This design comes from an exercise in tuning for small area, a short achievable clock period and few clock cycles per item on the open sky130 flow, not from production work. At most, simulation tests tie the RTL to the original design; equivalence was not proved. Power figures rest on the tool's default switching activity, not on a simulated workload.

Setup of west:
==> flow/design.v (excerpt) <==
module upb_freq_codec (
    input             clk,
    input             rst,           
    input             in_valid,
    output            in_ready,
    input      [3:0]  in_op,         
    input             in_layout,     
    input      [31:0] in_freq,
    input      [31:0] in_fcint,
    input      [31:0] in_fcfrac,
    input      [15:0] in_dreg0,
    input      [15:0] in_dreg1,
    output            out_valid,
    output     [3:0]  out_fcause,    
    output     [31:0] out_freq,
    output     [7:0]  out_fcint,
    output     [23:0] out_fcfrac,
    output     [15:0] out_dreg0,
    output     [15:0] out_dreg1
);
    localparam [31:0] F_MIN = 32'd775_000_000;
    localparam [31:0] F_MAX = 32'd1_100_000_000;
    reg          busy;       
    reg          rdy;        
    reg          mode;       
    reg  [2:0]   cnt;
    reg  [18:0]  rem;        
    reg  [31:0]  S;          
    reg          ov;
    reg  [2:0]   fc;
    reg          f31;        
    assign in_ready = rdy;
    assign out_valid = ov;
    assign out_fcause = {1'b0, fc};
    wire hz = (in_op == 4'hB);
    wire rh = (in_op == 4'hC);
    wire st = (in_op == 4'hD);
    wire rs = (in_op == 4'hE);
    wire a_bad = (|in_fcint[31:6]) || (|in_fcfrac[31:19]);
    wire b_bad = (|in_fcint[31:8]) || (|in_fcfrac[31:24]);
    wire r_flt = (rh & a_bad) | (st & (in_layout ? a_bad : b_bad));
    wire ill   = ~(hz | rh | st | rs);
    wire go    = hz | rh;
  ...
For scale: roughly 1200 cells after synthesis, about 62 flip-flops.
export LEC_CHECK = 0
export CAP_MARGIN = 20
export CORE_MARGIN = 2
export CORE_UTILIZATION = 55
export CTS_CLUSTER_DIAMETER = 150
export CTS_CLUSTER_SIZE = 32
export SLEW_MARGIN = 20
create_clock -name core_clock -period 11.0 [get_ports {clk}]
standard.sh (not shown) runs the stock make flow with config.mk's settings and CLKGATE_MAP_FILE= SYNTH_SCRIPT=/design/flow/synth_recipe.tcl, a recipe that flattens the netlist after the stock synthesis.
==> flow/flow/run.sh <==
#!/bin/bash
# Standard ORFS layout (standard.sh), with the port buffers made of the smallest buffer
# and timing repair aiming below the clock period. Each step's output goes to its own log.
set -euo pipefail
export BUFFER_PORTS_ARGS="-buffer_cell sky130_fd_sc_hd__buf_1"
if [[ -f flow/margin.txt ]]; then export SETUP_SLACK_MARGIN=$(cat flow/margin.txt); fi
bash standard.sh synth > synth.log 2>&1
bash standard.sh floorplan > floorplan.log 2>&1
bash standard.sh place > place.log 2>&1
bash standard.sh cts > cts.log 2>&1
bash standard.sh route > route.log 2>&1
bash standard.sh finish > finish.log 2>&1
==> flow/flow/margin.txt <==
7.0
Testbench counts of west, summed over its fixed seeds: cycles 12,458, items 2,400.
The inputs of north differ from those of west as listed below.
Settings: swapping 55 for 40 in CORE_UTILIZATION; clearing CTS_CLUSTER_DIAMETER, which used to be 150; clearing CTS_CLUSTER_SIZE, which used to be 32.
==> flow/flow/margin.txt <==
7.3
Results
north finished end to end and its layout was clean on timing, DRC and antenna. Number of buffer and inverter instances along the worst setup path in north is 2 lower than in west. Global-route usage over all layers: north vs west down 7.6 points. north ended up with S[0]$_DFF_P_ as its termination of the worst setup path; west ended up with rem[17]$_DFF_P_. north: total net switching power 5.6% above west. Setup slack: north > west.

* * *

quartz:
Another version of the RTL of upb_freq_codec (not shown whole).
Size in the first run: ~110 flip-flops, ~240 I/O pins, ~13000 sq um of cells after synthesis.
Settings: LEC_CHECK=0, CAP_MARGIN=20, CORE_MARGIN=2, CORE_UTILIZATION=40, SLEW_MARGIN=20; clock period 11.0 ns.
Scripts as last shown in full above: flow/flow/run.sh
## Diff of input files: nickel against quartz
# quartz
export LEC_CHECK = 0
export CAP_MARGIN = 20
export CORE_MARGIN = 2
export CORE_UTILIZATION = 40
export SLEW_MARGIN = 20
create_clock -name core_clock -period 11.0 [get_ports {clk}]
# nickel
export LEC_CHECK = 0
export ABC_CLOCK_PERIOD_IN_PS = 3500
export CAP_MARGIN = 20
export CORE_MARGIN = 2
export CORE_UTILIZATION = 60
export SLEW_MARGIN = 20
create_clock -name core_clock -period 11.0 [get_ports {clk}]
==> flow/flow/margin.txt (new file) <==
7.5
[summary]
nickel: GRT-0232 in 5_1_grt -> run aborted. Re worst setup timing slack at the placement stage: nickel is 550 ps up on quartz. Diff quartz -> nickel: overall die width dropped 33 um, area after synthesis barely changed, mean area per synthesized cell barely changed. nickel ends up with a number of setup buffers added after CTS that is 126 higher than in quartz. The overall die height reported for nickel is smaller than that of quartz by 33 um.
Function was not checked in any run of this note: the RTL went through the layout flow alone.

* * *

v8:
Another version of the RTL of upb_freq_codec (not shown whole).
For scale: ~820 cells after synthesis, ~240 I/O pins.
Settings: LEC_CHECK=0, CAP_MARGIN=20, CORE_MARGIN=2, CORE_UTILIZATION=40, SLEW_MARGIN=20; clock period 11.0 ns.
Scripts as last shown in full above: flow/flow/run.sh
The final layout from v8, which completed every stage, passed the timing, DRC and antenna checks at the end of the flow.
Testbench counts of v8, summed over its fixed seeds: cycles 20,663, items 2,400.
> inputs changed (v8 -> v59)
==> flow/run.sh (new file) <==
#!/bin/bash
# synth_recipe.tcl (not shown) runs the flow's synth.tcl, then flattens the netlist and writes it again
# the make line also repeats each setting of config.mk as NAME=value (left out here)
make -C /OpenROAD-flow-scripts/flow DESIGN_CONFIG=/design/flow/config.mk WORK_HOME=/design/flow/orfs CLKGATE_MAP_FILE= SYNTH_SCRIPT=/design/flow/synth_recipe.tcl finish
removed: flow/flow/run.sh
removed: flow/standard.sh
Results
Re routed wire length: v59 is about 11% up on v8.
Worst hold slack delta for v59 relative to v8: 0.021 ns higher
v8 has a lower design area than v59.
Higher met2 capacity usage during global routing was reported by v59, not v8.
In v59, the met3 global-route usage came out 1.8 points above the value in v8.
From v8 to v59 the numbers moved as follows: count of cells along the worst hold path about even, tightest slew margin relative to the limit rose 0.63 points, number of filler instances in the final layout fell 195, cell area after synthesis about even, post-layout total power rose about 12%.
Of the two candidates, v8 has the better via count and v59 the worse one.
Input changes introduced in v28 (baseline for comparison: v59):
==> flow/flow/run.sh (new file) <==
#!/bin/bash
# Standard ORFS layout (standard.sh), with the port buffers made of the smallest buffer
# and timing repair aiming below the clock period. Each step's output goes to its own log.
set -euo pipefail
export BUFFER_PORTS_ARGS="-buffer_cell sky130_fd_sc_hd__buf_1"
if [[ -f flow/margin.txt ]]; then export SETUP_SLACK_MARGIN=$(cat flow/margin.txt); fi
bash standard.sh synth > synth.log 2>&1
bash standard.sh floorplan > floorplan.log 2>&1
bash standard.sh place > place.log 2>&1
bash standard.sh cts > cts.log 2>&1
bash standard.sh route > route.log 2>&1
bash standard.sh finish > finish.log 2>&1
==> flow/flow/margin.txt (new file) <==
7.5
==> flow/standard.sh (new file) <==
#!/bin/bash
# synth_recipe.tcl (not shown) runs the flow's synth.tcl, then flattens the netlist and writes it again
# the make line also repeats each setting of config.mk as NAME=value (left out here)
make -C /OpenROAD-flow-scripts/flow DESIGN_CONFIG=/design/flow/config.mk WORK_HOME=/design/flow/orfs CLKGATE_MAP_FILE= SYNTH_SCRIPT=/design/flow/synth_recipe.tcl "${@:-finish}"
removed: flow/run.sh
## What came out
v59 consumes more power than v28.
Between v59 and v28, the flow reports final cell count increasing by a few percent.
Compared with v59, in v28 worst setup slack grew by 1.16 ns, cell area after layout shrank by 760 µm².
Ratio of cells with drive above 1 in the final layout (higher): v28
| critical path data required time | v59 vs v28 | ≈ equal |

* * *

upb_freq_codec with an RTL version that a note above also has.
Size in the first run: ~1,200 cells after synthesis, about 62 flip-flops, roughly 240 I/O pins, roughly 8600 um2 of cells after synthesis.
==> flow/config.mk <==
export PLATFORM = sky130hd
export DESIGN_NAME = upb_freq_codec
export DESIGN_NICKNAME = upb_freq_codec
export VERILOG_FILES = /design/flow/design.v
export SDC_FILE = /design/flow/constraint.sdc
export NUM_CORES = 4
export LEC_CHECK = 0
export CAP_MARGIN = 20
export CORE_MARGIN = 2
export CORE_UTILIZATION = 50
export SLEW_MARGIN = 20
==> flow/constraint.sdc <==
create_clock -name core_clock -period 11.0 [get_ports {clk}]
set_input_delay 2.2000 -clock core_clock [delete_from_list [all_inputs] [get_ports {clk}]]
set_output_delay 2.2000 -clock core_clock [all_outputs]
set_load 0.01 [all_outputs]
==> flow/flow/run.sh <==
#!/bin/bash
# Standard ORFS layout (standard.sh), with the port buffers made of the smallest buffer
# and timing repair aiming below the clock period. Each step's output goes to its own log.
set -euo pipefail
export BUFFER_PORTS_ARGS="-buffer_cell sky130_fd_sc_hd__buf_1"
if [[ -f flow/margin.txt ]]; then export SETUP_SLACK_MARGIN=$(cat flow/margin.txt); fi
bash standard.sh synth > synth.log 2>&1
bash standard.sh floorplan > floorplan.log 2>&1
bash standard.sh place > place.log 2>&1
bash standard.sh cts > cts.log 2>&1
bash standard.sh route > route.log 2>&1
bash standard.sh finish > finish.log 2>&1
==> flow/flow/margin.txt <==
6.9
Testbench counts at the start, summed over its fixed seeds: cycles 12,458, items 2,400.
Then changed:
==> flow/flow/margin.txt (replaced) <==
7.4
--- a/flow/config.mk
+++ b/flow/config.mk
@@ -7,5 +7,6 @@
 export LEC_CHECK = 0
+export ABC_AREA = 1
 export CAP_MARGIN = 20
 export CORE_MARGIN = 2
-export CORE_UTILIZATION = 50
+export CORE_UTILIZATION = 45
 export SLEW_MARGIN = 20
After rerunning: Flip-flop and latch count does not change. Clock power goes down by 12%. Area after synthesis goes up by 5.2%. Synthesized cell count goes up by 29%. Clock-buffer cell count goes up by 3.
Then changed:
==> flow/flow/margin.txt (replaced) <==
6.7
--- a/flow/config.mk
+++ b/flow/config.mk
@@ -7,3 +7,2 @@
 export LEC_CHECK = 0
-export ABC_AREA = 1
 export CAP_MARGIN = 20
Non-clock buffer count decreases by 40.
Worst hold slack is worse by 12 ps.
Power decreases by roughly a tenth.
Core utilization decreases by 6.9 points.
Wire length decreases by about a fifth.
Final cell count decreases by a quarter to a third.
Worst setup slack is worse by 480 ps.
Maximum frequency decreases by roughly a tenth.
Clock-buffer cell count decreases by 3.
Sequential share of layout area increases by 2.1 points.
Then changed:
==> flow/flow/margin.txt (replaced) <==
7.0
--- a/flow/config.mk
+++ b/flow/config.mk
@@ -9,3 +9,3 @@
 export CORE_MARGIN = 2
-export CORE_UTILIZATION = 45
+export CORE_UTILIZATION = 55
 export SLEW_MARGIN = 20
- routed wire length came out lower by about 2.1%
- setup slack gains 230 ps
- hold slack gains 6.9 ps

-- what the ideal ports hide --
Ports are ideal in the flow. The routed layouts listed here were re-timed in OpenROAD.
Step 1 sets driving cells, clkbuf_16 on the clock port and buf_2 on the other inputs (assumed; they add their load-dependent delay and slew).
Step 2, shift: input delay + t, output delay - t, t = (earliest + latest rising clock arrival at the registers) / 2. This alone moves slack from input paths to output paths.
Slacks: no drivers / after step 1 / after step 2; pairs: no drivers / after step 1.
run	t, ns	setup slack, ns	worst setup path at the end	worst slew at a driven data input, ns	cell pins on the clock port's net
west	0.389	7.138 / 7.138 / 6.817	input to register	0.04	1
north	0.389	7.272 / 7.272 / 7.070	input to register	0.05	1
quartz	0.483	3.190 / 3.208 / 2.724	input to register	0.07	1
v8	0.393	6.593 / 6.604 / 6.211	input to register	0.06	1
v59	0.386	6.150 / 6.169 / 5.783	input to register	0.07	1
v28	0.389	7.309 / 7.315 / 6.926	input to register	0.07	1
the first run of note 4	0.387	6.989 / 7.011 / 6.624	input to register	0.06	1
the second run of note 4	0.384	7.385 / 7.385 / 7.110	input to register	0.06	1
the third run of note 4	0.395	6.908 / 6.908 / 6.577	input to register	0.05	1
the fourth run of note 4	0.389	7.138 / 7.138 / 6.817	input to register	0.04	1
After both steps every run listed still meets setup and hold. For quartz, which loses most, drivers alone change the setup slack by +0.018 ns; drivers and shift together by -0.466 ns.
